This is an optimization exercise on Yosys and OpenROAD, whose aim is small area, a short achievable clock period and few clock cycles per item, not a production implementation.
Only simulation tests tie the RTL to the original design; equivalence was not proved.

== TR ==
// yuv2rgba
module yuv2rgba (
    input  wire        clk,
    input  wire        rst,
    input  wire        in_valid,
    output wire        in_ready,
    input  wire [31:0] in_y,
    input  wire [31:0] in_u,
    input  wire [31:0] in_v,
    input  wire [4:0]  in_depth_m1,
    output wire        out_valid,
    input  wire        out_ready,
    output wire [31:0] out_rgba
);
Size in the first run: roughly 920 flip-flops, roughly 0.093 mm^2 of cells after synthesis.
export LEC_CHECK = 0
export CAP_MARGIN = 20
export CORE_MARGIN = 2
export CORE_UTILIZATION = 55
export PLACE_DENSITY = 0.7
export SLEW_MARGIN = 20
create_clock -name core_clock -period 16.0 [get_ports {clk}]
standard.sh (not shown) runs the stock make flow with config.mk's settings and CLKGATE_MAP_FILE= SYNTH_SCRIPT=/design/flow/synth_recipe.tcl, a recipe that flattens the netlist after the stock synthesis.
==> flow/flow/run.sh <==
#!/bin/bash
# The standard layout (standard.sh, unchanged synthesis and steps), with its
# timing repair aiming for 11.5 ns of setup slack at the design's clock period
# instead of 0; the clock period and constraints are the design's.
set -euo pipefail
export SETUP_SLACK_MARGIN=11.5
bash standard.sh > standard_make.log 2>&1
Testbench counts of TR, summed over its fixed seeds: cycles 16,058, pixels 8,000.
Modified inputs, MS compared to TR
# TR
export LEC_CHECK = 0
export CAP_MARGIN = 20
export CORE_MARGIN = 2
export CORE_UTILIZATION = 55
export PLACE_DENSITY = 0.7
export SLEW_MARGIN = 20
create_clock -name core_clock -period 16.0 [get_ports {clk}]
# MS
export LEC_CHECK = 0
export CAP_MARGIN = 20
export CORE_MARGIN = 2
export CORE_UTILIZATION = 65
export PLACE_DENSITY = 0.75
export SLEW_MARGIN = 20
create_clock -name core_clock -period 16.0 [get_ports {clk}]
==> flow/flow/run.sh <==
#!/bin/bash
# The standard layout (standard.sh, unchanged synthesis and steps), with its
# timing repair aiming for 11 ns of setup slack at the design's clock period
# instead of 0; the clock period and constraints are the design's.
set -euo pipefail
export SETUP_SLACK_MARGIN=11
bash standard.sh > standard_make.log 2>&1
==> comparison <==
- Via count of the first global-routing pass ends up lower on TR.
- Diff TR -> MS | number of signal-net buffers in the layout | down by more than 10%
- Fmax: MS below TR
- A standard cell with the maximum stage delay on the critical path of edfxtp_1 is what TR shows, while dfxtp_1 belongs to MS.
- Area of the core: MS lower than TR
- MS: minimum period implied by the final worst setup slack higher than TR
- TR → MS: data required time at the worst endpoint went up, critical path arrival went up, worst setup margin now smaller.

## P
yuv2rgba, a different RTL version from the one above (not shown whole).
Size: ~7100 cells after synthesis, about 590 flip-flops, roughly 61000 um2 of cells after synthesis.
clock: 16.0 ns
lec_check: 0
cap_margin: 20
core_margin: 2
core_utilization: 40
place_density: 0.6
slew_margin: 20
==> flow/flow/run.sh <==
#!/bin/bash
# The standard layout, with timing repair aiming for 11 ns of setup slack
# at the design's clock period (the constraints are unchanged).
set -euo pipefail
export SETUP_SLACK_MARGIN=11
bash standard.sh > standard_make.log 2>&1
P went all the way through synthesis, placement and routing and the layout is clean on timing, DRC and antenna.
Testbench counts of P, summed over its fixed seeds: cycles 32,061, pixels 8,000.
Here is what was changed in the inputs of S compared with P.
==> flow/run.sh (new file) <==
#!/bin/bash
# synth_recipe.tcl (not shown) runs the flow's synth.tcl, then flattens the netlist and writes it again
# the make line also repeats each setting of config.mk as NAME=value (left out here)
make -C /OpenROAD-flow-scripts/flow DESIGN_CONFIG=/design/flow/config.mk WORK_HOME=/design/flow/orfs CLKGATE_MAP_FILE= SYNTH_SCRIPT=/design/flow/synth_recipe.tcl finish
removed: flow/flow/run.sh
removed: flow/standard.sh
--- outcome ---
- S reached the end of the flow, and the finished layout is clean on the timing, DRC and antenna checks.
- From P to S the numbers moved as follows: final instance count without filler cells neither gained nor lost much, total via count in the routed design neither gained nor lost much.
- On count of cells resized by post-cts repair: S sits below P.
- Per the comparison of S with P, area overhead of the layout relative to synthesis saw little to no change, final core utilization saw little to no change, all-layer global routing usage about even.
- Sort P and S by final setup slack of the worst path desc -> top: P

north:
yuv2rgba, a different RTL version from the one above (not shown whole).
For scale: roughly 7,000 cells after synthesis, ~610 flip-flops, ~0.061 mm² of cells after synthesis.
==> flow/config.mk <==
export PLATFORM = sky130hd
export DESIGN_NAME = yuv2rgba
export DESIGN_NICKNAME = yuv2rgba
export VERILOG_FILES = /design/flow/design.v
export SDC_FILE = /design/flow/constraint.sdc
export NUM_CORES = 4
export LEC_CHECK = 0
export CAP_MARGIN = 20
export CORE_MARGIN = 2
export CORE_UTILIZATION = 65
export PLACE_DENSITY = 0.75
export SLEW_MARGIN = 20
==> flow/constraint.sdc <==
create_clock -name core_clock -period 16.0 [get_ports {clk}]
set_input_delay 3.2000 -clock core_clock [delete_from_list [all_inputs] [get_ports {clk}]]
set_output_delay 3.2000 -clock core_clock [all_outputs]
set_load 0.01 [all_outputs]
run.sh (not shown) runs the stock make flow with config.mk's settings and CLKGATE_MAP_FILE= SYNTH_SCRIPT=/design/flow/synth_recipe.tcl, a recipe that flattens the netlist after the stock synthesis.
Stock flow here: none of the scripts above is used.
Looking at the reports, north completed the entire flow and the layout it produced met the timing, DRC and antenna checks.
Testbench counts of north, summed over its fixed seeds: cycles 32,061, pixels 8,000.
Edits applied to the flow inputs when going from north to south:
Settings: changing CORE_UTILIZATION from 65 to 40; changing PLACE_DENSITY from 0.75 to 0.6.
Results
- Looking only at clock period minus worst slack, and setting everything else aside, the higher value of north and south goes to south.
- When south is measured against north, its clock insertion delay at the later pin of the skew report turns out 0.04 ns higher.

-- static timing again, ports no longer ideal --
The results above use ideal ports. As a check the final layouts listed here were re-extracted and re-timed, cells and wires unchanged. Step 1 (the two cells are an assumption about what drives the block):
set clk [get_ports {clk}]
set_driving_cell -lib_cell sky130_fd_sc_hd__clkbuf_16 $clk
set_driving_cell -lib_cell sky130_fd_sc_hd__buf_2 [delete_from_list [all_inputs] $clk]
Step 2 also shifts input and output timing later by t, the mid clock arrival at the registers, as if the neighbouring blocks saw the same clock. a / b / c = ideal / step 1 / step 2; a / b = the first two.
run | shift t [ns] | slack for setup (ns) | hold slack, ns
TR | 0.871 | 11.323 / 11.229 / 10.751 | 0.439 / 0.439 / 0.439
MS | 0.851 | 10.887 / 10.887 / 10.630 | 0.437 / 0.437 / 0.437
P | 0.778 | 11.048 / 10.977 / 10.864 | 0.418 / 0.418 / 0.418
S | 0.776 | 10.082 / 10.011 / 10.787 | 0.417 / 0.417 / 0.417
north | 0.722 | 9.976 / 9.976 / 9.976 | 0.333 / 0.333 / 0.333
south | 0.762 | 9.836 / 9.836 / 9.836 | 0.335 / 0.335 / 0.335
After both steps setup and hold are still met in every run listed. For TR, which loses most, drivers alone change the setup slack by -0.094 ns; drivers and shift together by -0.572 ns.
